This is an optimization exercise on Yosys and OpenROAD, whose aim is small area and a short achievable clock period, not a production implementation.
RTL that was checked went through simulation tests only; none was proved equivalent to the original.
No functional check of the RTL was part of run 1.
Power figures rest on the tool's default switching activity, not on a simulated workload.

==> design/flow/design.v <==
module cia402_gpn (
  input  wire gh,
  input  wire ph,
  input  wire gl,
  input  wire pl,
  output wire gn,
  output wire pn
);
  assign gn = !(gh | (ph & gl));
  assign pn = !(ph & pl);
endmodule
module cia402_gpp (
  input  wire ghn,
  input  wire phn,
  input  wire gln,
  input  wire pln,
  output wire g,
  output wire p
);
  assign g = !(ghn & (phn | gln));
  assign p = !(phn | pln);
endmodule
module cia402_gp1 (
  input  wire ah,
  input  wire bh,
  input  wire al,
  input  wire bl,
  output wire gn,
  output wire pn
);
  assign gn = !((ah & bh) | ((ah | bh) & al & bl));
  assign pn = !((ah | bh) & (al | bl));
endmodule
module cia402_gp1c (
  input  wire ah,
  input  wire bh,
  input  wire c,
  output wire gn
);
  assign gn = !((ah & bh) | ((ah | bh) & c));
endmodule
module cia402_add #(parameter W = 33, parameter CI = 1) (
  input  wire [W-1:0] a,
  input  wire [W-1:0] b,
  output wire [W-1:0] s,
  output wire [W-1:0] co
);
  function integer cl2;
    input integer x;
    integer v;
    begin
      cl2 = 0;
      v = 1;
      while (v < x) begin
        v = v * 2;
        cl2 = cl2 + 1;
      end
    end
  endfunction
  localparam L = cl2(W);
  wire [(L+1)*W-1:0] g;
  wire [(L+1)*W-1:0] p;
  wire g0 = CI ? (a[0] | b[0]) : (a[0] & b[0]);
  genvar l, i;
  generate
    for (l = 0; l <= L; l = l + 1) begin : z
      assign g[l*W] = g0;
      assign p[l*W] = 1'b0;
    end
    for (i = 1; i < W; i = i + 1) begin : l1
      if (i == 1) begin : c
        cia402_gp1c u (.ah(a[1]), .bh(b[1]), .c(g0), .gn(g[W+1]));
        assign p[W+1] = 1'b0;
      end else begin : n
        cia402_gp1 u (.ah(a[i]), .bh(b[i]), .al(a[i-1]), .bl(b[i-1]),
                      .gn(g[W+i]), .pn(p[W+i]));
      end
    end
    for (l = 2; l <= L; l = l + 1) begin : lvl
      for (i = 1; i < W; i = i + 1) begin : col
        if (i >= (1 << (l - 1))) begin : node
          localparam integer J  = i - (1 << (l - 1));
          localparam integer NJ = (J == 0) ? 0 :
                                  ((cl2(J + 1) < l - 1) ? cl2(J + 1) : l - 1);
          wire gl = ((NJ % 2) == ((l - 1) % 2)) ? g[(l-1)*W+J] : !g[(l-1)*W+J];
          wire pl = ((NJ % 2) == ((l - 1) % 2)) ? p[(l-1)*W+J] : !p[(l-1)*W+J];
          if (((l - 1) % 2) == 0) begin : n
            cia402_gpn u (.gh(g[(l-1)*W+i]), .ph(p[(l-1)*W+i]), .gl(gl), .pl(pl),
                          .gn(g[l*W+i]), .pn(p[l*W+i]));
          end else begin : pp
            cia402_gpp u (.ghn(g[(l-1)*W+i]), .phn(p[(l-1)*W+i]), .gln(gl), .pln(pl),
                          .g(g[l*W+i]), .p(p[l*W+i]));
          end
        end else begin : pass
          assign g[l*W+i] = g[(l-1)*W+i];
          assign p[l*W+i] = p[(l-1)*W+i];
        end
      end
    end
  endgenerate
  wire [W-1:0] h = a ^ b;
  generate
    for (i = 0; i < W; i = i + 1) begin : sum
      if (i == 0) begin : c0
        assign co[0] = CI;
        assign s[0]  = CI ? !h[0] : h[0];
      end else begin : ck
        localparam integer NI = (i == 1) ? 0 : ((cl2(i) < L) ? cl2(i) : L);
        assign co[i] = ((NI % 2) == 0) ? g[L*W+i-1] : !g[L*W+i-1];
        if ((NI % 2) == 0) begin : t
          cia402_x2 u (.a(h[i]), .b(g[L*W+i-1]), .y(s[i]));
        end else begin : n
          cia402_x2n u (.a(h[i]), .b(g[L*W+i-1]), .y(s[i]));
        end
      end
    end
  endgenerate
endmodule
module cia402_gt (
  input  wire a,
  input  wire b,
  output wire g,
  output wire t
);
  assign g = a & b;
  assign t = a | b;
endmodule
module cia402_gtn (
  input  wire a,
  input  wire b,
  output wire gn,
  output wire tn
);
  assign gn = !(a & b);
  assign tn = !(a | b);
endmodule
module cia402_con (
  input  wire g,
  input  wire t,
  input  wire c,
  output wire yn
);
  assign yn = !(g | (t & c));
endmodule
module cia402_cop (
  input  wire gn,
  input  wire tn,
  input  wire cn,
  output wire y
);
  assign y = !(gn & (tn | cn));
endmodule
module cia402_x2n (
  input  wire a,
  input  wire b,
  output wire y
);
  assign y = !(a ^ b);
endmodule
module cia402_addhc #(parameter W = 33, parameter CI = 1) (
  input  wire [W-1:0] a,
  input  wire [W-1:0] b,
  output wire [W-1:0] s,
  output wire [W-1:0] co
);
  function integer cl2;
    input integer x;
    integer v;
    begin
      cl2 = 0;
      v = 1;
      while (v < x) begin
        v = v * 2;
        cl2 = cl2 + 1;
      end
    end
  endfunction
  function integer npass;
    input integer i;
    input integer l;
    integer k;
    begin
      npass = (l >= 1) ? 1 : 0;
      for (k = 2; k <= l; k = k + 1)
        if (i >= (1 << (k - 1)) + 1)
          npass = npass + 1;
    end
  endfunction
  localparam MO = ((W - 1) % 2 == 1) ? W - 1 : W - 2;    
  localparam L  = cl2(MO + 1);
  wire [(L+1)*W-1:0] g;
  wire [(L+1)*W-1:0] p;
  wire g0 = CI ? (a[0] | b[0]) : (a[0] & b[0]);
  wire [W-1:0] cv;
  wire [W-1:0] h = a ^ b;
  genvar l, i;
  generate
    for (i = 1; i < W; i = i + 2) begin : l1
      if (i == 1) begin : c
        cia402_gp1c u (.ah(a[1]), .bh(b[1]), .c(g0), .gn(g[W+1]));
        assign p[W+1] = 1'b0;
      end else begin : n
        cia402_gp1 u (.ah(a[i]), .bh(b[i]), .al(a[i-1]), .bl(b[i-1]),
                      .gn(g[W+i]), .pn(p[W+i]));
      end
    end
    for (l = 2; l <= L; l = l + 1) begin : lvl
      for (i = 1; i < W; i = i + 2) begin : col
        if (i >= (1 << (l - 1)) + 1) begin : node
          localparam integer J  = i - (1 << (l - 1));
          localparam integer NJ = npass(J, l - 1);
          wire gl = ((NJ % 2) == ((l - 1) % 2)) ? g[(l-1)*W+J] : !g[(l-1)*W+J];
          wire pl = ((NJ % 2) == ((l - 1) % 2)) ? p[(l-1)*W+J] : !p[(l-1)*W+J];
          if (((l - 1) % 2) == 0) begin : n
            cia402_gpn u (.gh(g[(l-1)*W+i]), .ph(p[(l-1)*W+i]), .gl(gl), .pl(pl),
                          .gn(g[l*W+i]), .pn(p[l*W+i]));
          end else begin : pp
            cia402_gpp u (.ghn(g[(l-1)*W+i]), .phn(p[(l-1)*W+i]), .gln(gl), .pln(pl),
                          .g(g[l*W+i]), .p(p[l*W+i]));
          end
        end else begin : pass
          assign g[l*W+i] = g[(l-1)*W+i];
          assign p[l*W+i] = p[(l-1)*W+i];
        end
      end
    end
    assign cv[0] = g0;
    for (i = 1; i < W; i = i + 2) begin : oc
      assign cv[i] = g[L*W+i];
    end
    for (i = 2; i < W; i = i + 2) begin : ev
      localparam integer NO = npass(i - 1, L);
      if ((NO % 2) == 0) begin : t
        wire gi, ti;
        cia402_gt ug (.a(a[i]), .b(b[i]), .g(gi), .t(ti));
        cia402_con uc (.g(gi), .t(ti), .c(g[L*W+i-1]), .yn(cv[i]));
      end else begin : f
        wire gin, tin;
        cia402_gtn ug (.a(a[i]), .b(b[i]), .gn(gin), .tn(tin));
        cia402_cop uc (.gn(gin), .tn(tin), .cn(g[L*W+i-1]), .y(cv[i]));
      end
    end
    for (i = 0; i < W; i = i + 1) begin : sum
      if (i == 0) begin : s0
        assign co[0] = CI;
        assign s[0]  = CI ? !h[0] : h[0];
      end else begin : sk
        localparam integer INV = (i - 1 == 0) ? 0 :
                                 ((i - 1) % 2 == 1) ? (npass(i - 1, L) % 2) :
                                 (1 - (npass(i - 2, L) % 2));
        assign co[i] = INV ? !cv[i-1] : cv[i-1];
        if (INV) begin : n
          cia402_x2n u (.a(h[i]), .b(cv[i-1]), .y(s[i]));
        end else begin : t
          cia402_x2 u (.a(h[i]), .b(cv[i-1]), .y(s[i]));
        end
      end
    end
  endgenerate
endmodule
module cia402_x2 (
  input  wire a,
  input  wire b,
  output wire y
);
  assign y = a ^ b;
endmodule
module cia402_dec (
  input  wire [15:0] s,
  output wire [2:0]  code,
  output wire        f_known,
  output wire        f_open,
  output wire        f_cw7,
  output wire        f_cw3,
  output wire        f_cw21,
  output wire        f_cw0
);
  wire fault = (s == 16'h1208);
  wire sod   = (s == 16'h1250);
  wire rtso  = (s == 16'h1231);
  wire swon  = (s == 16'h1233);
  wire open  = (s == 16'h1237) || (s == 16'h1637);
  assign code    = fault ? 3'd1 : sod ? 3'd2 : rtso ? 3'd3 : swon ? 3'd4 :
                   open ? 3'd5 : 3'd0;
  assign f_known = fault || sod || rtso || swon || open;
  assign f_open  = open;
  assign f_cw7   = fault;
  assign f_cw3   = swon || open;
  assign f_cw21  = sod || rtso || swon || open;
  assign f_cw0   = rtso || swon || open;
endmodule
module cia402_sel (
  input  wire nrst,
  input  wire a,
  input  wire x,
  input  wire k,
  input  wire r,
  output wire y
);
  assign y = nrst && ((a && x) || (!(a && k) && r));
endmodule
module cia402_zo (
  input  wire a1,
  input  wire b1,
  input  wire a0,
  input  wire b0,
  output wire zt,
  output wire ot
);
  wire h = a1 ^ b1;
  assign zt = h ~^ (a0 | b0);
  assign ot = h ^ (a0 & b0);
endmodule
module cia402_nand4 (
  input  wire [3:0] x,
  output wire       y
);
  assign y = !(&x);
endmodule
module cia402_nand2 (
  input  wire [1:0] x,
  output wire       y
);
  assign y = !(&x);
endmodule
module cia402_nor3 (
  input  wire [2:0] x,
  output wire       y
);
  assign y = !(|x);
endmodule
module cia402_run (
  input  wire c,
  input  wire h,
  input  wire z1,
  input  wire z2,
  input  wire o1,
  input  wire o2,
  output wire zero,
  output wire ones
);
  assign zero = (c == h) && z1 && z2;
  assign ones = (c != h) && o1 && o2;
endmodule
module cia402_ge (
  input  wire [4:0] d,
  input  wire       lz,
  input  wire       lo,
  output wire       ge1001,
  output wire       ge24
);
  assign ge1001 = lo && (d[4] || (d[3] && (d[2] || d[1] || d[0])));
  assign ge24   = !lz || (d[4] && d[3]);
endmodule
module cia402_mv (
  input  wire z,
  input  wire o,
  input  wire ge1001,
  input  wire ge24,
  input  wire s,
  input  wire q,
  output wire y
);
  wire near = (z && !ge1001) || (o && ge24);
  assign y = (s && !near) || q;
endmodule
module cia402_near (
  input  wire [9:0] a,
  input  wire [9:0] b,
  input  wire [5:0] c,
  input  wire       z,
  input  wire       o,
  input  wire       s,
  input  wire       q,
  output wire       y
);
  wire [5:0] h;
  wire [4:0] d;
  wire [9:6] zt, ot;
  genvar i;
  generate
    for (i = 0; i < 6; i = i + 1) begin : hl
      cia402_x2 u (.a(a[i]), .b(b[i]), .y(h[i]));
    end
    for (i = 0; i < 5; i = i + 1) begin : dl
      cia402_x2 u (.a(h[i]), .b(c[i]), .y(d[i]));
    end
    for (i = 6; i < 10; i = i + 1) begin : tl
      cia402_zo u (.a1(a[i]), .b1(b[i]), .a0(a[i-1]), .b0(b[i-1]), .zt(zt[i]), .ot(ot[i]));
    end
  endgenerate
  wire lz, lo, ge1001, ge24;
  cia402_run u_run (.c(c[5]), .h(h[5]), .z1(zt[6] & zt[7]), .z2(zt[8] & zt[9]),
                    .o1(ot[6] & ot[7]), .o2(ot[8] & ot[9]), .zero(lz), .ones(lo));
  cia402_ge u_ge (.d(d), .lz(lz), .lo(lo), .ge1001(ge1001), .ge24(ge24));
  cia402_mv u_mv (.z(z), .o(o), .ge1001(ge1001), .ge24(ge24), .s(s), .q(q), .y(y));
endmodule
module cia402_hi (
  input  wire [32:9] a,
  input  wire [32:9] b,
  input  wire        c,
  output wire        zero,
  output wire        ones
);
  wire [32:11] zt, ot;
  genvar i;
  generate
    for (i = 11; i <= 32; i = i + 1) begin : tl
      cia402_zo u (.a1(a[i]), .b1(b[i]), .a0(a[i-1]), .b0(b[i-1]), .zt(zt[i]), .ot(ot[i]));
    end
  endgenerate
  wire [5:0] zg, og;
  generate
    for (i = 0; i < 5; i = i + 1) begin : g4
      cia402_nand4 uz (.x(zt[11+4*i +: 4]), .y(zg[i]));
      cia402_nand4 uo (.x(ot[11+4*i +: 4]), .y(og[i]));
    end
  endgenerate
  cia402_nand2 uz5 (.x(zt[32:31]), .y(zg[5]));
  cia402_nand2 uo5 (.x(ot[32:31]), .y(og[5]));
  wire z1, z2, o1, o2, h10;
  cia402_nor3 uz1 (.x(zg[2:0]), .y(z1));
  cia402_nor3 uz2 (.x(zg[5:3]), .y(z2));
  cia402_nor3 uo1 (.x(og[2:0]), .y(o1));
  cia402_nor3 uo2 (.x(og[5:3]), .y(o2));
  cia402_x2 uh (.a(a[10]), .b(b[10]), .y(h10));
  cia402_run ur (.c(c), .h(h10), .z1(z1), .z2(z2), .o1(o1), .o2(o2), .zero(zero), .ones(ones));
endmodule
module cia402_keep (
  input  wire nrst,
  input  wire x1,
  input  wire x2,
  input  wire e,
  output wire y
);
  assign y = nrst && !x2 && !(x1 && e);
endmodule
module cia402_fsm (
  input  wire         clk,
  input  wire         rst,
  input  wire         start,
  input  wire         operational,
  input  wire         stop_req,
  input  wire [31:0]  cfg_target_vel,
  input  wire [7:0]   cfg_mode,
  input  wire [15:0]  cfg_max_torque,
  output wire         ex_req,
  input  wire         ex_valid,
  input  wire         ex_resp_fresh,
  input  wire [127:0] ex_in,
  input  wire [15:0]  ex_wkc,
  output wire [127:0] ex_out,
  output wire [2:0]   phase,
  output wire         exit_code,
  output wire [2:0]   dstate,
  output wire [32:0]  delta,
  output wire         delta_valid,
  output wire         moving,
  output wire         enable_evt,
  output wire [31:0]  enable_pos,
  output wire         report_valid,
  output wire [63:0]  report_cycle,
  output wire [15:0]  report_status,
  output wire [15:0]  report_control,
  output wire [31:0]  report_position,
  output wire [32:0]  report_delta,
  output wire [35:0]  report_rpm,
  output wire [31:0]  report_velocity,
  output wire [7:0]   report_mode,
  output wire [15:0]  report_wkc
);
  localparam [2:0] PH_IDLE   = 3'd0;
  localparam [2:0] PH_RUN    = 3'd1;
  localparam [2:0] PH_DRAIN  = 3'd2;
  localparam [2:0] PH_HALTED = 3'd3;
  localparam [2:0] PH_FAILED = 3'd4;
  reg [2:0]   phase_q;
  reg         run_flag;
  reg         ex_req_q;        
  reg         run_act_q;       
  reg         drain_q;         
  reg [63:0]  cnt;             
  reg [6:0]   c125;            
  reg [31:0]  start_pos;
  reg         motor_enabled;
  reg [15:0]  wkc;
  reg         cw7, cw3, cw21, cw0;    
  reg         tv_on;           
  reg         cfg_on;          
  reg [31:0]  out_tv;
  reg [15:0]  out_mt;
  reg [7:0]   out_mode;
  reg [15:0]  in_sw;           
  reg [2:0]   in_ds;           
  reg [31:0]  in_pos;          
  reg [31:0]  in_vel;          
  reg [7:0]   in_mode;         
  reg [32:0]  delta_q;         
  reg         moving_q;
  reg [35:1]  rpm_q;           
  reg         enable_evt_q;
  reg         report_q;
  wire in_idle  = (phase_q == PH_IDLE);
  wire in_run   = (phase_q == PH_RUN);
  wire do_start = in_idle && start && operational;
  wire do_sfail = in_idle && start && !operational;
  wire do_cycle = run_act_q && ex_valid;
  wire do_stop  = in_run && !run_flag;
  wire do_drain = drain_q && ex_valid;
  wire do_exch  = ex_req_q && ex_valid;
  wire take_in  = ex_req_q && ex_valid && ex_resp_fresh;
  wire last_drain = (cnt[5:0] == 6'd49);
  wire do_halt  = do_drain && last_drain;
  wire [2:0] ex_ds;
  wire ex_known, ex_open, ex_cw7, ex_cw3, ex_cw21, ex_cw0;
  cia402_dec u_dec (.s(ex_in[15:0]), .code(ex_ds), .f_known(ex_known), .f_open(ex_open),
                    .f_cw7(ex_cw7), .f_cw3(ex_cw3), .f_cw21(ex_cw21), .f_cw0(ex_cw0));
  wire q_known = (in_ds != 3'd0);
  wire q_open  = (in_ds == 3'd5);
  wire q_cw7   = (in_ds == 3'd1);
  wire q_cw3   = (in_ds == 3'd4) || (in_ds == 3'd5);
  wire q_cw21  = q_known && !q_cw7;
  wire q_cw0   = (in_ds == 3'd3) || q_cw3;
  wire ds_open  = ex_resp_fresh ? ex_open : q_open;
  wire do_latch = do_cycle && ds_open && !motor_enabled;
  wire rep_hit  = (cnt[1:0] == 2'd3) && (c125 == 7'd124);
  wire cyc_f  = do_cycle && ex_resp_fresh;
  wire cyc_h  = do_cycle && !ex_resp_fresh && q_known;
  wire clr_cw = do_stop || do_drain;
  wire tv_on_next, cw7_nx, cw3_nx, cw21_nx, cw0_nx;
  cia402_sel u_tv  (.nrst(!rst), .a(cyc_f), .x(ex_open), .k(ex_known),
                    .r(cyc_h ? q_open : (!clr_cw && tv_on)), .y(tv_on_next));
  cia402_sel u_cw7 (.nrst(!rst), .a(cyc_f), .x(ex_cw7), .k(ex_known),
                    .r(cyc_h ? q_cw7 : (!clr_cw && cw7)), .y(cw7_nx));
  cia402_sel u_cw3 (.nrst(!rst), .a(cyc_f), .x(ex_cw3), .k(ex_known),
                    .r(cyc_h ? q_cw3 : (!clr_cw && cw3)), .y(cw3_nx));
  cia402_sel u_cw21 (.nrst(!rst), .a(cyc_f), .x(ex_cw21), .k(ex_known),
                     .r(cyc_h ? q_cw21 : (!clr_cw && cw21)), .y(cw21_nx));
  cia402_sel u_cw0 (.nrst(!rst), .a(cyc_f), .x(ex_cw0), .k(ex_known),
                    .r(cyc_h ? q_cw0 : (!clr_cw && cw0)), .y(cw0_nx));
  wire cfg_on_next = !rst && (cfg_on || do_cycle || do_stop || do_drain);
  wire [31:0] ex_pos  = ex_in[47:16];
  wire [31:0] ex_vel  = ex_in[79:48];
  wire [31:0] sp_eff = start_pos & {32{motor_enabled}};
  wire [32:0] dA = {ex_pos[31], ex_pos};
  wire [32:0] dB = ~{sp_eff[31], sp_eff};
  wire [32:0] ex_delta, dC;
  cia402_addhc #(.W(33), .CI(1)) u_delta (.a(dA), .b(dB), .s(ex_delta), .co(dC));
  wire [35:0] ex_rpm, rC;
  cia402_add #(.W(36), .CI(1)) u_rpm (.a({ex_vel, 4'd0}), .b(~{{4{ex_vel[31]}}, ex_vel}),
                                       .s(ex_rpm), .co(rC));
  wire hi_zero, hi_ones;
  cia402_hi u_hi (.a(dA[32:9]), .b(dB[32:9]), .c(dC[10]), .zero(hi_zero), .ones(hi_ones));
  wire keep_delta;
  cia402_keep u_keep (.nrst(!rst), .x1(do_cycle && !motor_enabled && ex_resp_fresh),
                      .x2(do_cycle && !motor_enabled && !ex_resp_fresh && q_open),
                      .e(ex_open), .y(keep_delta));
  wire moving_nx;
  cia402_near u_near (.a(dA[9:0]), .b(dB[9:0]), .c(dC[5:0]),
                      .z(hi_zero), .o(hi_ones),
                      .s(keep_delta && take_in && motor_enabled),
                      .q(keep_delta && !take_in && moving_q), .y(moving_nx));
  wire run_next   = rst || (run_flag && !stop_req);
  wire run_act_nx = !rst && !stop_req && (run_act_q || (do_start && run_flag));
  wire drain_nx   = !rst && (do_stop || (drain_q && !do_halt));
  wire [2:0] phase_next = rst      ? PH_IDLE   :
                          do_start ? PH_RUN    :
                          do_sfail ? PH_FAILED :
                          do_stop  ? PH_DRAIN  :
                          do_halt  ? PH_HALTED : phase_q;
  always @(posedge clk) begin
    phase_q   <= phase_next;
    run_flag  <= run_next;
    ex_req_q  <= run_act_nx || drain_nx;
    run_act_q <= run_act_nx;
    drain_q   <= drain_nx;
    tv_on     <= tv_on_next;
    cfg_on    <= cfg_on_next;
    out_tv    <= cfg_target_vel & {32{tv_on_next}};
    out_mt    <= cfg_max_torque & {16{cfg_on_next}};
    out_mode  <= cfg_mode & {8{cfg_on_next}};
    delta_q   <= {33{keep_delta}} & (take_in ? ex_delta : delta_q);
    moving_q  <= moving_nx;
    cw7       <= cw7_nx;
    cw3       <= cw3_nx;
    cw21      <= cw21_nx;
    cw0       <= cw0_nx;
    if (rst) begin
      start_pos     <= 32'd0;
      motor_enabled <= 1'b0;
      in_sw         <= 16'd0;
      in_ds         <= 3'd0;
      in_pos        <= 32'd0;
      in_vel        <= 32'd0;
      in_mode       <= 8'd0;
      rpm_q         <= 35'd0;
      enable_evt_q  <= 1'b0;
      report_q      <= 1'b0;
    end else begin
      enable_evt_q <= do_latch;
      report_q     <= do_cycle && rep_hit;
      if (take_in) begin
        in_sw   <= ex_in[15:0];
        in_ds   <= ex_ds;
        in_pos  <= ex_pos;
        in_vel  <= ex_vel;
        in_mode <= ex_in[119:112];
        rpm_q   <= ex_rpm[35:1];
      end
      if (take_in && !motor_enabled)
        start_pos <= ex_pos;
      if (do_latch)
        motor_enabled <= 1'b1;
    end
  end
  wire [63:0] cnt_inc;
  genvar k;
  generate
    for (k = 0; k < 64; k = k + 1) begin : incb
      if (k == 0) begin : b0
        assign cnt_inc[k] = !cnt[0];
      end else begin : bk
        assign cnt_inc[k] = cnt[k] ^ (&cnt[k-1:0]);
      end
    end
  endgenerate
  always @(posedge clk) begin
    if (in_idle || do_stop)
      cnt <= 64'd0;
    else if (do_exch)
      cnt <= cnt_inc;
    if (in_idle)
      c125 <= 7'd0;
    else if (do_cycle && cnt[1:0] == 2'd3)
      c125 <= (c125 == 7'd124) ? 7'd0 : c125 + 7'd1;
    if (do_exch)
      wkc <= ex_wkc;
  end
  wire [15:0] cw = {8'd0, cw7, 3'd0, cw3, cw21, cw21, cw0};
  assign ex_req      = ex_req_q;
  assign ex_out      = {8'd0, out_mode, out_mt, 16'd0, out_tv, 32'd0, cw};
  assign phase       = phase_q;
  assign exit_code   = phase_q[2];
  assign dstate      = in_ds;
  assign delta       = delta_q;
  assign delta_valid = motor_enabled;
  assign moving      = moving_q;
  assign enable_evt  = enable_evt_q;
  assign enable_pos  = in_pos;
  assign report_valid    = report_q;
  assign report_cycle    = cnt;
  assign report_status   = in_sw;
  assign report_control  = cw;
  assign report_position = in_pos;
  assign report_delta    = delta_q;
  assign report_rpm      = {rpm_q, in_vel[0]};
  assign report_velocity = in_vel;
  assign report_mode     = in_mode;
  assign report_wkc      = wkc;
endmodule
==> design/flow/flow/run.sh <==
#!/bin/bash
# The standard layout (standard.sh: the standard flow's synthesis, floorplan, place, CTS, route), with the
# port buffers that placement inserts on every input and output made from the small
# sky130_fd_sc_hd__buf_1 instead of the default pick; repair may still resize them.
set -euo pipefail
bash standard.sh 'BUFFER_PORTS_ARGS=-buffer_cell sky130_fd_sc_hd__buf_1' finish > standard_flow.log 2>&1
==> design/flow/standard.sh <==
#!/bin/bash
# synth_recipe.tcl (not shown) runs the flow's synth.tcl, then flattens the netlist and writes it again
# the make line also repeats each setting of config.mk as NAME=value (left out here)
make -C /OpenROAD-flow-scripts/flow DESIGN_CONFIG=/design/flow/config.mk WORK_HOME=/design/flow/orfs CLKGATE_MAP_FILE= SYNTH_SCRIPT=/design/flow/synth_recipe.tcl "${@:-finish}"
==> design/flow/config.mk <==
export PLATFORM = sky130hd
export DESIGN_NAME = cia402_fsm
export DESIGN_NICKNAME = cia402_fsm
export VERILOG_FILES = /design/flow/design.v
export SDC_FILE = /design/flow/constraint.sdc
export NUM_CORES = 4
export LEC_CHECK = 0
export CAP_MARGIN = 20
export CORE_MARGIN = 2
export CORE_UTILIZATION = 40
export SETUP_SLACK_MARGIN = 5
export SLEW_MARGIN = 20
export SYNTH_HIERARCHICAL = 1
export SYNTH_MINIMUM_KEEP_SIZE = 0
==> design/flow/constraint.sdc <==
create_clock -name core_clock -period 8.0 [get_ports {clk}]
set_input_delay 1.6000 -clock core_clock [delete_from_list [all_inputs] [get_ports {clk}]]
set_output_delay 1.6000 -clock core_clock [all_outputs]
set_load 0.01 [all_outputs]
==> flow_metrics.env, run 1 <==
export IMPL_status="finished clean"
export IMPL_drv_slew=0
export IMPL_multi_input_area_mm2=0.0121
export IMPL_max_vdd_ir_drop_mv=0.174
export IMPL_grt_pass1_vias=17700
export IMPL_crit_type="in2reg"
export IMPL_portBuffers=546
export IMPL_clk_pin_slew_worst_paths_ps=60
export IMPL_holdWs_ps=453
export IMPL_cts_tree="yes"
export IMPL_synth_cells=2558
export IMPL_final_period_utilization=0.373
export IMPL_pin_count=665
export IMPL_gp_congestion=0.954
export IMPL_grt_use_met2=0.398
export IMPL_die_x_um=229
export IMPL_worstSetupStartpointType="input port"
export IMPL_clk_path_buf_depth=3
export IMPL_swShare=0.270
export IMPL_drt_wl_total_mm=62.8
export IMPL_via_per_inst=5.07
export IMPL_syn2layout_area_growth_pct=21.1
export IMPL_power_density_mw_per_mm2=180
export IMPL_endpoint_kind="flip-flop"
export IMPL_period_minus_slack_ps=2980
export IMPL_track_usage=0.227
export IMPL_power_leakage_nw=8.56
export IMPL_first_pass_iters=6
export IMPL_ys_warn_count=7
export IMPL_h_tree_depth=2
export IMPL_fmax_ghz=0.335
export IMPL_fp_dieH_um=229
export IMPL_first_iter_violations=1095
export IMPL_numCtsBuffers=41
export IMPL_wire_per_inst_um=16.8
export IMPL_antenna_found_initial=2
export IMPL_grt_start_max_net_pins=89
export IMPL_required_ps=8500
export IMPL_hold_viol_final=0
export IMPL_clock_latency_ps=570
export IMPL_clockRootBuffer="clkbuf_16"
export IMPL_fin_util=0.490
export IMPL_vias=19000
export IMPL_dieArea_mm2=0.0523
export IMPL_cts_sinks=351
export IMPL_fill_cells=4937
export IMPL_fin_skew_ps=10.7
export IMPL_syn_avg_cell_area_um2=7.90
export IMPL_power_mw=4.41
export IMPL_diodes=0
export IMPL_ant_nets=0
export IMPL_setup_slack_ps=5020
export IMPL_cp_max_fo=9
export IMPL_worstMarginPinSlew_ps=965
export IMPL_max_slew_margin=0.357
export IMPL_rsz0062_at_grt="true"
export IMPL_rows=82
export IMPL_fin_tns_setup_ps=0
export IMPL_p_switching_mw=1.19
export IMPL_dp_slack_ps=3190
export IMPL_p_int_mw=3.22
export IMPL_cap_viol_max_count=0
export IMPL_drive_gt1_frac=0.156
export IMPL_drc=0
export IMPL_grtUsageMet3=0.0304
export IMPL_globalRouteMet1Util=0.284
export IMPL_start_util=0.404
export IMPL_core_mm2=0.0500
export IMPL_hold_path_class="reg2reg"
export IMPL_comb_power_share=0.131
export IMPL_cp_arrival_ps=3490
export IMPL_fin_nets=3262
export IMPL_grt_overflow=0
export IMPL_setup_violations=0
export IMPL_p_seq_frac=0.408
export IMPL_syn_area_mm2=0.0202
export IMPL_grt_pass1_wl_mm=96.3
export IMPL_hpwl_mm=45.0
export IMPL_clockPowerShare=0.461
export IMPL_ff_latch_area_mm2=0.00719
export IMPL_grt_busiest_layer="met2"
path summary, 6_finish.rpt:
| path | startpoint | to | slack, ps | depth (start not counted) |
|---|---|---|---|---|
| max | ex_in[18] | delta_q[27] | 5020 | 11 |
| min | start_pos[29] | start_pos[29] | 450 | 2 |
| max reg2reg | motor_enabled | delta_q[27] | 5330 | 11 |
| min reg2reg | start_pos[29] | start_pos[29] | 450 | 2 |
state kept, by name (all words and copies together) (netlist names), 8 cells and up:
signal,flops
cnt,64
rpm_q,35
delta_q,33
in_pos,32
in_vel,32
out_tv,32
start_pos,32
in_sw,16
out_mt,16
wkc,16
in_mode,8
out_mode,8
cells in the final DEF (no fill, tap or decap), types with 29 or more instances in the layout:
master       n
and2_1      62
a21boi_0    30
a21oi_1    248
xnor2_1     71
buf_4       37
nand4_1     38
a31oi_1     49
buf_2       52
buf_1      479
or2_1       53
clkbuf_16   41
xor2_1     159
nand2_1    551
conb_1     100
xnor2_2     29
inv_1       53
dfxtp_1    331
o22ai_1     34
o21ai_2     82
a21oi_2     67
nor2_1     148
final cells by class:
class / instances / area share
timing repair inverter: 2 / 0.000511
clock inverter: 21 / 0.0140
clock buffer: 51 / 0.0463
tap: 672 / 0.0344
sequential: 351 / 0.294
inverter: 69 / 0.0113
multi-input combinational: 1989 / 0.495
timing repair buffer: 589 / 0.104
power groups by stage:
stage                     logic, mW  registers (mW)  clock network, mW
after detailed placement      0.541            1.84                  0
after CTS                     0.557            1.80               2.08
after floorplan               0.390            1.84                  0
after global placement        0.534            1.84                  0
final                         0.578            1.80               2.03
after global routing          0.631            1.80               2.15
worst max-delay path, cell delays in order:
cell and delay, ps:
buf_2 180, a31oi_1 100, or2_1 270, o21ai_2 280, a21oi_2 130, o21ai_4 140, a21oi_4 120, o21ai_1 170
xor2_1 260, nand2_1 70, a21boi_0 150
per-layer routing:
metal / up-vias / wire length [um] / part of all wire
met4: 2 / 1870 / 0.030
met1: 8932 / 26500 / 0.42
met2: 597 / 30900 / 0.49
li1: 9336 / - / -
met5: - / 12 / 0.00019
met3: 108 / 3440 / 0.055
metrics by stage:
stage          cells  area, um^2
3_3_place_gp    3634       22200
5_1_grt         3744       24500
2_1_floorplan   2656       20700
3_5_place_dp    3634       22200
4_1_cts         3725       24100
6_report        3744       24500
what timing repair did:
action,4_1_cts,5_1_grt
endpoints found under the setup margin,250,139
buffers inserted,14,18
gates cloned,5,1
gates resized for setup,96,71
pin swaps,7,21
hold buffers,0,0
==> run 2, diff against run 1 <==
--- a/design/flow/design.v
+++ b/design/flow/design.v
@@ -118,2 +118,13 @@
 endmodule
+module cia402_neg4 (
+  input  wire [3:0] v,
+  output wire [3:0] r,
+  output wire       c
+);
+  assign r[0] = v[0];
+  assign r[1] = v[1] ^ v[0];
+  assign r[2] = v[2] ^ (v[1] | v[0]);
+  assign r[3] = v[3] ^ (v[2] | v[1] | v[0]);
+  assign c    = !(v[3] | v[2] | v[1] | v[0]);
+endmodule
 module cia402_gt (
@@ -162,2 +173,3 @@
   input  wire [W-1:0] b,
+  input  wire         ci,
   output wire [W-1:0] s,
@@ -192,3 +204,3 @@
   wire [(L+1)*W-1:0] p;
-  wire g0 = CI ? (a[0] | b[0]) : (a[0] & b[0]);
+  wire g0 = (CI == 2) ? ci : CI ? (a[0] | b[0]) : (a[0] & b[0]);
   wire [W-1:0] cv;
@@ -244,4 +256,4 @@
       if (i == 0) begin : s0
-        assign co[0] = CI;
-        assign s[0]  = CI ? !h[0] : h[0];
+        assign co[0] = (CI == 2) ? 1'b0 : CI[0];
+        assign s[0]  = (CI == 2) ? 1'b0 : CI ? !h[0] : h[0];
       end else begin : sk
@@ -547,6 +559,12 @@
   wire [32:0] ex_delta, dC;
-  cia402_addhc #(.W(33), .CI(1)) u_delta (.a(dA), .b(dB), .s(ex_delta), .co(dC));
-  wire [35:0] ex_rpm, rC;
-  cia402_add #(.W(36), .CI(1)) u_rpm (.a({ex_vel, 4'd0}), .b(~{{4{ex_vel[31]}}, ex_vel}),
-                                       .s(ex_rpm), .co(rC));
+  cia402_addhc #(.W(33), .CI(1)) u_delta (.a(dA), .b(dB), .ci(1'b0), .s(ex_delta),
+                                          .co(dC));
+  wire [35:0] ex_rpm;
+  wire rpm_c4;
+  cia402_neg4 u_neg4 (.v(ex_vel[3:0]), .r(ex_rpm[3:0]), .c(rpm_c4));
+  wire [32:0] rS, rC;
+  cia402_addhc #(.W(33), .CI(2)) u_rpm (.a({ex_vel, 1'b0}),
+                                        .b({~{{4{ex_vel[31]}}, ex_vel[31:4]}, 1'b0}),
+                                        .ci(rpm_c4), .s(rS), .co(rC));
+  assign ex_rpm[35:4] = rS[32:1];
   wire hi_zero, hi_ones;
==> run 2 against run 1 <==
Worst hold slack got worse by 1.3 ps. Largest power group unchanged. Via count shrank 6.3%. Core utilization grew 0.44 points. Flip-flop and latch count did not move. Still clean. Synthesized area shrank 4.5%. Power down 3.8%. Combinational power is 14% lower. Synthesized cell count is 5.6% lower.
==> flow_metrics.env, run 2 <==
export IMPL_hp_start="in_vel[5]"
export IMPL_h_tree_depth=2
export IMPL_pin_count=665
export IMPL_portBuffers=546
export IMPL_antenna_found_initial=1
export IMPL_min_to="in_vel[5]"
export IMPL_max_slew_margin=0.411
export IMPL_rows=80
export IMPL_clock_latency_ps=560
export IMPL_worstMarginPinSlew_ps=877
export IMPL_grt_pass1_wl_mm=91.4
export IMPL_swShare=0.262
export IMPL_crit_buf_inv=1
export IMPL_hold_depth=2
export IMPL_fin_skew_ps=10.2
export IMPL_worstSetupStartpointType="flip-flop"
export IMPL_drc=0
export IMPL_numCtsBuffers=41
export IMPL_start_util=0.405
export IMPL_first_pass_iters=6
export IMPL_placed_area_mm2=0.0211
export IMPL_layout_commonest_cell="nand2_1"
export IMPL_max_stage_delay_ps=530
export IMPL_ys_warn_count=7
export IMPL_comb_power_share=0.117
export IMPL_ant_nets=0
export IMPL_cts_tree="yes"
export IMPL_cts_sinks=351
export IMPL_crit_slowest_cell="dfxtp_1"
export IMPL_endpoint_kind="primary output"
export IMPL_hpwl_mm=43.6
export IMPL_core_mm2=0.0476
export IMPL_drv_slew=0
export IMPL_clk_path_buf_depth=3
export IMPL_most_common_layout_cells="nand2_1 (542), buf_1 (478), dfxtp_1 (332)"
export IMPL_power_mw=4.24
export IMPL_syn_area_mm2=0.0193
export IMPL_fill_cells=4694
export IMPL_regMostFlops="cnt"
export IMPL_cts_hold_fix_buffers=0
export IMPL_path_cells="buf_2"
export IMPL_wire_per_inst_um=17.1
export IMPL_path_delay_family="flip-flops"
export IMPL_power_leakage_nw=8.35
export IMPL_cp_arrival_ps=1350
export IMPL_drt_wl_total_mm=60.7
export IMPL_dieArea_mm2=0.0500
export IMPL_p_int_mw=3.13
export IMPL_clk_pin_slew_worst_paths_ps=60
export IMPL_finalNonFillerCells=3542
export IMPL_hold_viol_final=0
export IMPL_ff_latch_area_mm2=0.00719
export IMPL_multi_input_area_mm2=0.0112
export IMPL_gp_congestion=0.905
export IMPL_rr_startpoint="motor_enabled"
export IMPL_syn_avg_cell_area_um2=7.99
export IMPL_synth_cells=2416
export IMPL_power_density_mw_per_mm2=180
export IMPL_syn2layout_area_growth_pct=22.0
export IMPL_crit_type="reg2out"
export IMPL_placed_cells=3416
export IMPL_grt_pass1_vias=16300
export IMPL_largest_reg_flops=64
export IMPL_setup_violations=0
export IMPL_holdWs_ps=452
export IMPL_vias=17800
export IMPL_fin_tns_setup_ps=0
export IMPL_via_per_inst=5.02
export IMPL_fin_nets=3113
export IMPL_p_switching_mw=1.11
export IMPL_fp_dieH_um=224
export IMPL_grt_overflow=0
export IMPL_clockRootBuffer="clkbuf_16"
export IMPL_hold_path_class="reg2reg"
export IMPL_first_iter_violations=925
export IMPL_final_period_utilization=0.369
export IMPL_rsz0062_at_grt="true"
export IMPL_cap_viol_max_count=0
export IMPL_grt_start_max_net_pins=72
export IMPL_drive_gt1_frac=0.151
export IMPL_reg2reg_depth=11
export IMPL_track_usage=0.229
export IMPL_r2r_slack_ps=5340
export IMPL_cp_max_fo=9
export IMPL_reg_top3="cnt x64, rpm_q x35, delta_q x33"
export IMPL_die_x_um=224
export IMPL_required_ps=6400
export IMPL_rr_endpoint="delta_q[19]"
export IMPL_p_seq_frac=0.424
export IMPL_period_minus_slack_ps=2950
export IMPL_status="finished clean"
export IMPL_max_vdd_ir_drop_mv=0.213
export IMPL_clockPowerShare=0.459
export IMPL_fmax_ghz=0.339
export IMPL_final_cell_area_mm2=0.0235
[run 2: timing repair]
| action | CTS | global route |
|---|---|---|
| endpoints found under the setup margin | 222 | 142 |
| pin swaps | 11 | 36 |
| buffers inserted | 16 | 30 |
| cloned | 3 | 2 |
| resized for setup | 80 | 123 |
[run 2: power groups by stage]
stage                     combinational, mW  sequential (mW)  clock [mW]
after floorplan                       0.313             1.84           0
after global placement                0.439             1.83           0
after detailed placement              0.445             1.84           0
after CTS                             0.463             1.80        2.00
after global routing                  0.543             1.80        2.07
final                                 0.497             1.80        1.95
[run 2: worst max-delay path by stage]
stage | end | cells after the start | start | slack (ps)
2_1_floorplan | rpm_q[32] | 11 | ex_in[49] | 4690
3_3_place_gp | cnt[61] | 6 | ex_valid | 3910
3_5_place_dp | cnt[59] | 6 | ex_valid | 3830
4_1_cts | rpm_q[22] | 12 | ex_in[53] | 4920
5_1_grt | delta_q[29] | 10 | ex_in[43] | 4860
6_report | dstate[1] | 1 | in_ds[1] | 5050
[run 2: metrics by stage]
stage / worst slack (ps) / utilization
after floorplan: 4690 / -
after global placement: 3910 / 0.442
after CTS: 4920 / 0.481
after global routing: 4860 / 0.494
after detailed placement: 3830 / 0.442
final: 5050 / 0.494
[run 2: final cells by class]
class / instances / share of cell area
multi-input cells: 1836 / 0.475
flip-flops and latches: 351 / 0.306
repair buffers: 606 / 0.117
clock buffers: 55 / 0.0484
well taps: 615 / 0.0327
clock inverters: 19 / 0.0111
inverters: 58 / 0.0103
repair inverters: 1 / 0.000213
diodes: 1 / 0.000106
[run 2: metal layers]
metal / GRT usage / wire [um] / up-vias
li1: - / - / 8763
met1: 0.285 / 25400 / 8415
met3: 0.0484 / 3890 / 81
met5: 0 / 14 / -
met2: 0.393 / 29600 / 515
met4: 0.0770 / 1720 / 2
==> run 3, diff against run 2 <==
--- a/design/flow/design.v
+++ b/design/flow/design.v
@@ -175,3 +175,4 @@
   output wire [W-1:0] s,
-  output wire [W-1:0] co
+  output wire [W-1:0] co,
+  output wire [W-1:0] h
 );
@@ -206,3 +207,3 @@
   wire [W-1:0] cv;
-  wire [W-1:0] h = a ^ b;
+  assign h = a ^ b;
   genvar l, i;
@@ -314,4 +315,3 @@
 module cia402_zo (
-  input  wire a1,
-  input  wire b1,
+  input  wire h1,
   input  wire a0,
@@ -321,5 +321,4 @@
 );
-  wire h = a1 ^ b1;
-  assign zt = h ~^ (a0 | b0);
-  assign ot = h ^ (a0 & b0);
+  assign zt = h1 ~^ (a0 | b0);
+  assign ot = h1 ^ (a0 & b0);
 endmodule
@@ -379,2 +378,3 @@
 module cia402_near (
+  input  wire [9:0] h,
   input  wire [9:0] a,
@@ -388,3 +388,2 @@
 );
-  wire [5:0] h;
   wire [4:0] d;
@@ -393,5 +392,2 @@
   generate
-    for (i = 0; i < 6; i = i + 1) begin : hl
-      cia402_x2 u (.a(a[i]), .b(b[i]), .y(h[i]));
-    end
     for (i = 0; i < 5; i = i + 1) begin : dl
@@ -400,3 +396,3 @@
     for (i = 6; i < 10; i = i + 1) begin : tl
-      cia402_zo u (.a1(a[i]), .b1(b[i]), .a0(a[i-1]), .b0(b[i-1]), .zt(zt[i]), .ot(ot[i]));
+      cia402_zo u (.h1(h[i]), .a0(a[i-1]), .b0(b[i-1]), .zt(zt[i]), .ot(ot[i]));
     end
@@ -410,2 +406,3 @@
 module cia402_hi (
+  input  wire [32:10] h,
   input  wire [32:9] a,
@@ -420,3 +417,3 @@
     for (i = 11; i <= 32; i = i + 1) begin : tl
-      cia402_zo u (.a1(a[i]), .b1(b[i]), .a0(a[i-1]), .b0(b[i-1]), .zt(zt[i]), .ot(ot[i]));
+      cia402_zo u (.h1(h[i]), .a0(a[i-1]), .b0(b[i-1]), .zt(zt[i]), .ot(ot[i]));
     end
@@ -432,3 +429,3 @@
   cia402_nand2 uo5 (.x(ot[32:31]), .y(og[5]));
-  wire z1, z2, o1, o2, h10;
+  wire z1, z2, o1, o2;
   cia402_nor3 uz1 (.x(zg[2:0]), .y(z1));
@@ -437,4 +434,3 @@
   cia402_nor3 uo2 (.x(og[5:3]), .y(o2));
-  cia402_x2 uh (.a(a[10]), .b(b[10]), .y(h10));
-  cia402_run ur (.c(c), .h(h10), .z1(z1), .z2(z2), .o1(o1), .o2(o2), .zero(zero), .ones(ones));
+  cia402_run ur (.c(c), .h(h[10]), .z1(z1), .z2(z2), .o1(o1), .o2(o2), .zero(zero), .ones(ones));
 endmodule
@@ -559,4 +555,5 @@
   wire [32:0] ex_delta, dC;
+  wire [32:0] dH;
   cia402_addhc #(.W(33), .CI(1)) u_delta (.a(dA), .b(dB), .ci(1'b0), .s(ex_delta),
-                                          .co(dC));
+                                          .co(dC), .h(dH));
   wire [35:0] ex_rpm;
@@ -564,9 +561,9 @@
   cia402_neg4 u_neg4 (.v(ex_vel[3:0]), .r(ex_rpm[3:0]), .c(rpm_c4));
-  wire [32:0] rS, rC;
+  wire [32:0] rS, rC, rH;
   cia402_addhc #(.W(33), .CI(2)) u_rpm (.a({ex_vel, 1'b0}),
                                         .b({~{{4{ex_vel[31]}}, ex_vel[31:4]}, 1'b0}),
-                                        .ci(rpm_c4), .s(rS), .co(rC));
+                                        .ci(rpm_c4), .s(rS), .co(rC), .h(rH));
   assign ex_rpm[35:4] = rS[32:1];
   wire hi_zero, hi_ones;
-  cia402_hi u_hi (.a(dA[32:9]), .b(dB[32:9]), .c(dC[10]), .zero(hi_zero), .ones(hi_ones));
+  cia402_hi u_hi (.h(dH[32:10]), .a(dA[32:9]), .b(dB[32:9]), .c(dC[10]), .zero(hi_zero), .ones(hi_ones));
   wire keep_delta;
@@ -576,3 +573,3 @@
   wire moving_nx;
-  cia402_near u_near (.a(dA[9:0]), .b(dB[9:0]), .c(dC[5:0]),
+  cia402_near u_near (.h(dH[9:0]), .a(dA[9:0]), .b(dB[9:0]), .c(dC[5:0]),
                       .z(hi_zero), .o(hi_ones),
==> run 3 against run 2 <==
Routed wire length fell by 1.8%. Fmax fell by 1.5%. Via count fell by 1.6%. Clock-buffer cell count fell by 3. Synthesized cell count fell by 1.4%. Core utilization fell by 0.48 points. Register-to-register slack improved by 80 ps. Final area fell by 3.4%. Non-clock buffer count fell by 12. Sequential share of layout area rose by 1.1 points. Critical path type is now in2reg.
==> flow_metrics.env, run 3 <==
export IMPL_fp_dieH_um=221
export IMPL_placed_cells=3371
export IMPL_diodes=0
export IMPL_most_common_layout_cells="nand2_1 (542), buf_1 (482), dfxtp_1 (331)"
export IMPL_via_per_inst=5.01
export IMPL_dieArea_mm2=0.0488
export IMPL_cts_tree="yes"
export IMPL_reg_top3="cnt x64, rpm_q x35, delta_q x33"
export IMPL_ant_nets=0
export IMPL_cts_hold_fix_buffers=0
export IMPL_crit_type="in2reg"
export IMPL_layout_commonest_cell="nand2_1"
export IMPL_numCtsBuffers=40
export IMPL_wire_per_inst_um=17.1
export IMPL_final_period_utilization=0.374
export IMPL_cts_sinks=351
export IMPL_gp_congestion=0.896
export IMPL_worstSetupStartpointType="input port"
export IMPL_drc=0
export IMPL_multi_input_area_mm2=0.0106
export IMPL_fin_skew_ps=15.2
export IMPL_syn_area_mm2=0.0188
export IMPL_vias=17500
export IMPL_period_minus_slack_ps=2990
export IMPL_first_pass_iters=5
export IMPL_grt_overflow=0
export IMPL_cp_max_fo=79
export IMPL_core_mm2=0.0465
export IMPL_clock_latency_ps=580
export IMPL_clockRootBuffer="clkbuf_16"
export IMPL_hold_path_class="reg2reg"
export IMPL_regMostFlops="cnt"
export IMPL_required_ps=8500
export IMPL_ff_latch_area_mm2=0.00719
export IMPL_antenna_found_initial=3
export IMPL_fin_tns_setup_ps=0
export IMPL_clk_pin_slew_worst_paths_ps=60
export IMPL_largest_reg_flops=64
export IMPL_max_vdd_ir_drop_mv=0.209
export IMPL_power_density_mw_per_mm2=182
export IMPL_grt_start_max_net_pins=91
export IMPL_h_tree_depth=2
export IMPL_grt_pass1_wl_mm=91.5
export IMPL_syn2layout_area_growth_pct=20.9
export IMPL_fmax_ghz=0.334
export IMPL_worstMarginPinSlew_ps=1030
export IMPL_power_leakage_nw=8.01
export IMPL_rsz0062_at_grt="true"
export IMPL_drv_slew=0
export IMPL_first_iter_violations=1018
export IMPL_die_x_um=221
export IMPL_holdWs_ps=451
export IMPL_hpwl_mm=41.8
export IMPL_ys_warn_count=7
export IMPL_clk_path_buf_depth=3
export IMPL_fill_cells=4670
export IMPL_drt_wl_total_mm=59.6
export IMPL_start_util=0.405
export IMPL_drive_gt1_frac=0.129
export IMPL_hold_viol_final=0
export IMPL_endpoint_kind="flip-flop"
export IMPL_cp_arrival_ps=3500
export IMPL_finalNonFillerCells=3489
export IMPL_rows=79
export IMPL_cap_viol_max_count=0
export IMPL_synth_cells=2383
export IMPL_portBuffers=546
export IMPL_grt_pass1_vias=16300
export IMPL_setup_violations=0
export IMPL_status="finished clean"
export IMPL_fin_nets=3069
export IMPL_track_usage=0.233
export IMPL_pin_count=665
export IMPL_max_slew_margin=0.310
export IMPL_syn_avg_cell_area_um2=7.89
==> run 3: cell types whose count changed in the layout (fill, tap and decap cells not counted), moves of 5 or more <==
| cell | delta |
|---|---|
| xnor2_2 | -28 |
| buf_4 | -9 |
| nor2_1 | +9 |
| nor2_2 | -9 |
| inv_2 | -7 |
| xor2_1 | -7 |
| buf_6 | -6 |
| inv_1 | +6 |
| a21oi_4 | -5 |
| clkbuf_2 | +5 |
| clkbuf_4 | -5 |
==> run 3: what timing repair did <==
| item | 4_1_cts | 5_1_grt |
|---|---|---|
| gates resized for setup | 70 | 71 |
| endpoints found under the setup margin | 259 | 103 |
| cloned | 6 | 1 |
| pin swaps | 10 | 24 |
| buffers inserted | 16 | 22 |
==> run 3: final timing paths <==
| path | start | end | slack [ps] | cells past startpoint |
|---|---|---|---|---|
| max | ex_resp_fresh | in_vel[18] | 5010 | 5 |
| min | rpm_q[33] | rpm_q[33] | 450 | 2 |
| max reg2reg | motor_enabled | moving_q | 5420 | 12 |
| min reg2reg | rpm_q[33] | rpm_q[33] | 450 | 2 |
==> run 3: critical path: stages <==
cell and delay, ps:
clkdlybuf4s18_2 480, and3_4 560, buf_8 450, nand2_1 170, a21oi_1 170
==> run 3: power breakdown <==
part | switching (mW) | leakage [nW] | internal, mW
Clock | 0.788 | 0.654 | 1.10
Combinational | 0.303 | 4.51 | 0.161
Sequential | 0.0143 | 2.85 | 1.78
Total | 1.10 | 8.01 | 3.04
==> run 3: area by class of cell <==
cell class,count,area share
Tap cell,607,0.0334
Sequential cell,351,0.316
Clock inverter,21,0.0118
Multi-Input combinational cell,1805,0.465
Inverter,58,0.0110
Timing Repair inverter,1,0.000220
Timing Repair Buffer,594,0.115
Clock buffer,52,0.0473
==> run 3: metal layers <==
layer  vias up  share of wire  GRT usage
li1       8631              -          -
met1      8318           0.42      0.290
met2       470           0.49      0.396
met3        73          0.064     0.0544
met4         4          0.025     0.0745
met5         -        0.00039          0
==> run 3: metrics by stage <==
step | setup slack (ps) | utilization | instance area [um^2] | total power, mW
4_1_cts | 5000 | 0.480 | 22300 | 4.18
3_3_place_gp | 2920 | 0.442 | 20600 | 2.25
2_1_floorplan | 4690 | - | 19200 | 2.15
6_report | 5010 | 0.489 | 22700 | 4.15
5_1_grt | 4930 | 0.489 | 22700 | 4.32
3_5_place_dp | 2800 | 0.442 | 20600 | 2.26
==> run 4, diff against run 3 <==
--- a/design/flow/config.mk
+++ b/design/flow/config.mk
@@ -9,3 +9,3 @@
 export CORE_MARGIN = 2
-export CORE_UTILIZATION = 40
+export CORE_UTILIZATION = 44
 export SETUP_SLACK_MARGIN = 5
==> run 4 against run 3 <==
Still clean on timing, DRC and antenna. Die area is 8.9% lower. Final area shrank 0.96%. Combinational power is essentially flat. Core utilization grew 4.6 points. Routed wire length decreased by 2.4%.
==> flow_metrics.env, run 4 <==
export IMPL_status="finished clean"
export IMPL_setup_violations=0
export IMPL_core_mm2=0.0420
export IMPL_max_slew_margin=0.459
export IMPL_drt_wl_total_mm=58.2
export IMPL_rows=75
export IMPL_synth_cells=2383
export IMPL_crit_type="in2reg"
export IMPL_ys_warn_count=7
export IMPL_first_pass_iters=5
export IMPL_power_density_mw_per_mm2=181
export IMPL_worstMarginPinSlew_ps=812
export IMPL_holdWs_ps=454
export IMPL_via_per_inst=5.08
export IMPL_rsz0062_at_grt="true"
export IMPL_worstSetupStartpointType="input port"
export IMPL_clk_pin_slew_worst_paths_ps=60
export IMPL_required_ps=8450
export IMPL_clock_latency_ps=560
export IMPL_grt_pass1_wl_mm=87.3
export IMPL_start_util=0.447
export IMPL_gp_congestion=0.916
export IMPL_hold_path_class="reg2reg"
export IMPL_clk_path_buf_depth=3
export IMPL_hold_depth=2
export IMPL_power_leakage_nw=7.93
export IMPL_syn_area_mm2=0.0188
export IMPL_grt_overflow=0
export IMPL_most_common_layout_cells="nand2_1 (542), buf_1 (487), dfxtp_1 (330)"
export IMPL_grt_pass1_vias=16000
export IMPL_r2r_slack_ps=5270
export IMPL_fin_skew_ps=14.2
export IMPL_drc=0
export IMPL_fp_dieH_um=211
export IMPL_drive_gt1_frac=0.131
export IMPL_cts_sinks=351
export IMPL_fmax_ghz=0.336
export IMPL_regMostFlops="cnt"
export IMPL_track_usage=0.249
export IMPL_hpwl_mm=42.2
export IMPL_reg2reg_depth=11
export IMPL_dieArea_mm2=0.0444
export IMPL_cp_max_fo=10
export IMPL_vias=17300
export IMPL_first_iter_violations=956
export IMPL_h_tree_depth=2
export IMPL_reg_top3="cnt x64, rpm_q x35, delta_q x33"
export IMPL_syn2layout_area_growth_pct=19.7
export IMPL_cts_tree="yes"
export IMPL_period_minus_slack_ps=2980
export IMPL_max_vdd_ir_drop_mv=0.134
export IMPL_largest_reg_flops=64
export IMPL_final_period_utilization=0.372
export IMPL_cp_arrival_ps=3420
export IMPL_portBuffers=546
export IMPL_pin_count=665
export IMPL_drv_slew=0
export IMPL_fin_tns_setup_ps=0
export IMPL_wire_per_inst_um=17.1
export IMPL_syn_avg_cell_area_um2=7.89
export IMPL_antenna_found_initial=2
export IMPL_grt_start_max_net_pins=81
export IMPL_endpoint_kind="flip-flop"
export IMPL_ant_nets=0
export IMPL_die_x_um=211
export IMPL_hold_viol_final=0
export IMPL_layout_commonest_cell="nand2_1"
export IMPL_cap_viol_max_count=0
export IMPL_fin_nets=3058
export IMPL_clockRootBuffer="clkbuf_16"
export IMPL_numCtsBuffers=39
## run 4: what timing repair did
action	in CTS	in global routing
hold buffers	0	0
pin swaps	10	20
setup buffers	11	19
setup endpoints to repair	263	101
gates cloned	4	0
resized for setup	52	104
## run 4: worst max-delay path, stage by stage
cell      delay [ps]
buf_1            380
xor2_1           380
xor2_1           200
nand4_1          150
nor3_2           220
and3_1           220
nand2b_4          60
a31o_1           210
## run 4: cell type report
type | instances | area, um^2
flip-flops and latches | 351 | 7190
fillers | 4118 | 19500
well taps | 539 | 674
multi-input cells | 1803 | 10600
repair buffers | 586 | 2510
diodes | 2 | 5.00
clock inverters | 15 | 150
inverters | 58 | 248
repair inverters | 1 | 5.00
clock buffers | 57 | 1130
## run 4: power breakdown
group	total (mW)	internal, mW	switching (mW)
sequential	1.80	1.78	0.0149
combinational	0.464	0.164	0.300
clock	1.81	1.06	0.754
## run 4: metrics by stage
stage	worst slack, ps	area, um^2	power [mW]	util	std cells
3_5_place_dp	2940	20500	2.26	0.487	3304
5_1_grt	4950	22500	4.23	0.536	3412
4_1_cts	5000	22000	4.09	0.524	3391
6_report	5020	22500	4.07	0.536	3412
2_1_floorplan	4690	19200	2.15	-	2460
3_3_place_gp	2980	20500	2.25	0.487	3304
## run 4: worst paths after layout
kind / from / to
worst max-delay path: ex_in[46] / moving_q
worst max register to register: motor_enabled / moving_q
worst min-delay path: in_vel[19] / in_vel[19]
worst min register to register: in_vel[19] / in_vel[19]
## run 4: metal layers
layer | global-route usage | wire, um | part of all wire | up-vias
met1 | 0.295 | 23700 | 0.41 | 8133
met4 | 0.0889 | 1810 | 0.031 | 0
met3 | 0.0514 | 3390 | 0.058 | 87
met2 | 0.443 | 29200 | 0.50 | 481
li1 | - | - | - | 8615
met5 | 0 | 0 | 0 | -
==> run 5, diff against run 4 <==
==> design/flow/flow/run.sh (replaced) <==
#!/bin/bash
# The standard layout (standard.sh: the standard flow's synthesis, floorplan, place, CTS, route), with
# - the port buffers that placement inserts on every input and output made from the small
#   sky130_fd_sc_hd__buf_1 instead of the default pick (repair may still resize them);
set -euo pipefail
bash standard.sh 'BUFFER_PORTS_ARGS=-buffer_cell sky130_fd_sc_hd__buf_1' SETUP_SLACK_MARGIN=5.4 finish > standard_flow.log 2>&1
--- a/design/flow/config.mk
+++ b/design/flow/config.mk
@@ -9,4 +9,3 @@
 export CORE_MARGIN = 2
-export CORE_UTILIZATION = 44
-export SETUP_SLACK_MARGIN = 5
+export CORE_UTILIZATION = 40
 export SLEW_MARGIN = 20
==> run 5 against run 4 <==
Routed wire length rose by 18%. Sequential power barely moved. Sequential share of layout area fell by 4.9 points. Combinational power rose by 27%. Setup slack improved by 23 ps. Register-to-register slack barely moved. Highest routed layer is now met5.
==> flow_metrics.env, run 5 <==
export IMPL_pin_count=665
export IMPL_r2r_slack_ps=5280
export IMPL_crit_type="in2reg"
export IMPL_first_iter_violations=1139
export IMPL_largest_reg_flops=64
export IMPL_drive_gt1_frac=0.441
export IMPL_crit_buf_inv=5
export IMPL_clk_pin_slew_worst_paths_ps=60
export IMPL_core_mm2=0.0465
export IMPL_drc=0
export IMPL_path_cells="buf_12 -> inv_12 -> ha_4 -> inv_4 -> a21o_1 -> o21ai_4 -> o21ai_4 -> buf_6 -> a21oi_4 -> inv_1 -> xnor2_2 -> nor2_1 -> o21ai_1 -> nor2_1 -> nand2b_1 -> a31o_1"
export IMPL_period_minus_slack_ps=2950
export IMPL_drv_slew=0
export IMPL_power_leakage_nw=11.4
export IMPL_hold_viol_final=0
export IMPL_cp_max_fo=4
export IMPL_rows=79
export IMPL_fin_nets=3240
export IMPL_min_to="start_pos[21]"
export IMPL_crit_slowest_cell="a21o_1"
export IMPL_grt_start_max_net_pins=94
export IMPL_layout_commonest_cell="nand2_1"
export IMPL_hp_start="start_pos[21]"
export IMPL_syn2layout_area_growth_pct=52.3
export IMPL_vias=19000
export IMPL_grt_pass1_vias=18200
export IMPL_fin_tns_setup_ps=0
export IMPL_numCtsBuffers=41
export IMPL_endpoint_kind="flip-flop"
export IMPL_rr_endpoint="delta_q[19]"
export IMPL_reg_top3="cnt x64, rpm_q x35, delta_q x33"
export IMPL_max_slew_margin=0.428
export IMPL_max_stage_delay_ps=180
export IMPL_start_util=0.405
export IMPL_h_tree_depth=2
export IMPL_setup_violations=0
export IMPL_antenna_found_initial=3
export IMPL_power_mw=4.29
export IMPL_ys_warn_count=7
export IMPL_worstSetupStartpointType="input port"
export IMPL_grt_overflow=0
export IMPL_cts_sinks=351
export IMPL_ant_nets=0
export IMPL_track_usage=0.261
export IMPL_fin_skew_ps=22.8
export IMPL_regMostFlops="cnt"
export IMPL_syn_avg_cell_area_um2=7.89
export IMPL_hold_path_class="reg2reg"
export IMPL_clk_path_buf_depth=3
export IMPL_via_per_inst=5.18
export IMPL_synth_cells=2383
export IMPL_rsz0062_at_grt="true"
export IMPL_power_density_mw_per_mm2=150
export IMPL_wire_per_inst_um=18.8
export IMPL_status="finished clean"
export IMPL_hpwl_mm=42.3
export IMPL_worstMarginPinSlew_ps=852
export IMPL_required_ps=8500
export IMPL_die_x_um=221
export IMPL_gp_congestion=0.889
export IMPL_cap_viol_max_count=0
export IMPL_cts_hold_fix_buffers=0
export IMPL_first_pass_iters=6
export IMPL_path_delay_family="compound AO/OA/AOI/OAI gates"
export IMPL_dieArea_mm2=0.0488
export IMPL_rr_startpoint="motor_enabled"
export IMPL_syn_area_mm2=0.0188
export IMPL_hold_depth=2
export IMPL_fp_dieH_um=221
export IMPL_cts_tree="yes"
export IMPL_drt_wl_total_mm=68.8
export IMPL_max_vdd_ir_drop_mv=0.173
export IMPL_fmax_ghz=0.339
export IMPL_clock_latency_ps=570
export IMPL_portBuffers=546
export IMPL_most_common_layout_cells="nand2_1 (535), buf_6 (384), a21oi_1 (218)"
export IMPL_cp_arrival_ps=3450
export IMPL_grt_pass1_wl_mm=102
export IMPL_final_period_utilization=0.369
export IMPL_clockRootBuffer="clkbuf_16"
export IMPL_reg2reg_depth=14
run 5: cell type report:
class	count	area (um^2)
tap	607	759
clock buffer	60	1220
antenna	1	2.50
timing repair inverter	1	5.00
clock inverter	12	168
fill	3847	17800
multi-input combinational	1810	11500
sequential	351	7750
inverter	58	274
timing repair buffer	759	6940
run 5: what timing repair did:
action	in CTS	in global routing
pin swaps	115	119
buffers inserted	153	52
cloned	9	2
endpoints found under the setup margin	669	561
gates resized for setup	1364	237
run 5: worst reg2reg max path, stage by stage, from the launching register on:
cell	delay (ps)
dfxtp_4	360
buf_4	180
buf_12	150
nand2_1	310
a31oi_4	130
or2_4	300
o21ai_4	200
a21oi_2	60
buf_4	140
o21ai_4	140
a21oi_4	60
o21ai_2	170
xor2_2	200
nand2_1	90
a21boi_1	130
run 5: through the flow:
stage	utilization	area (um^2)	instances	worst slack, ps	hold WS [ps]
6_report	0.617	28700	3659	5050	455
5_1_grt	0.617	28700	3659	4950	463
4_1_cts	0.590	27400	3604	5110	455
3_5_place_dp	0.446	20700	3370	3550	445
3_3_place_gp	0.446	20700	3370	3570	442
2_1_floorplan	-	19500	2460	4700	436
run 5: how the worst max path moves through the flow:
stage | slack (ps) | depth (start not counted) | startpoint | to
3_5_place_dp | 3550 | 5 | ex_valid | in_vel[16]
2_1_floorplan | 4700 | 11 | ex_in[49] | rpm_q[32]
5_1_grt | 4950 | 16 | ex_in[16] | moving_q
3_3_place_gp | 3570 | 5 | ex_valid | in_vel[16]
6_report | 5050 | 16 | ex_in[16] | moving_q
4_1_cts | 5110 | 16 | ex_in[16] | moving_q
run 5: where the power goes:
group          switching (mW)  total [mW]  internal [mW]
sequential             0.0173        1.77           1.76
clock                   0.770        1.93           1.16
combinational           0.340       0.589          0.249
run 5: routing by layer:
metal	vias to the layer above	part of all wire	global-route usage	wire length [um]
met3	130	0.061	0.0486	4190
li1	9013	-	-	-
met5	-	0.00016	0	11
met4	2	0.034	0.0989	2320
met2	661	0.50	0.460	34700
met1	9152	0.40	0.313	27500

port drivers added, routing unchanged:
The flow's constraints put no driver on any port. The routed layouts listed below were extracted and timed again, unchanged, in two steps.
Step 1, drivers: a clkbuf_16 drives clk and a buf_2 each remaining input, both assumed.
Step 2 moves the port delays by t, midway between the first and last clock arrival at a register: inputs arrive t later, outputs are due t later. That takes back most of the time a late clock gives input paths.
a / b / c = ideal / step 1 / step 2; a / b = the first two.
| run | shift t [ns] | setup WS [ns] | hold WS [ns] | worst setup path after step 2 | worst slew at a driven data input, ns |
|---|---|---|---|---|---|
| run 1 | 0.613 | 5.016 / 5.024 / 4.411 | 0.453 / 0.453 / 0.453 | input to register | 0.08 |
| run 2 | 0.615 | 5.050 / 4.991 / 4.432 | 0.452 / 0.452 / 0.452 | input to register | 0.09 |
| run 3 | 0.629 | 5.005 / 5.001 / 4.372 | 0.451 / 0.451 / 0.451 | input to register | 0.12 |
| run 4 | 0.611 | 5.025 / 5.033 / 4.422 | 0.454 / 0.454 / 0.454 | input to register | 0.10 |
| run 5 | 0.623 | 5.048 / 5.056 / 4.432 | 0.455 / 0.455 / 0.455 | input to register | 0.13 |
After both steps setup and hold are still met in every run listed. For run 3, which loses most, drivers alone change the setup slack by -0.004 ns; drivers and shift together by -0.633 ns.
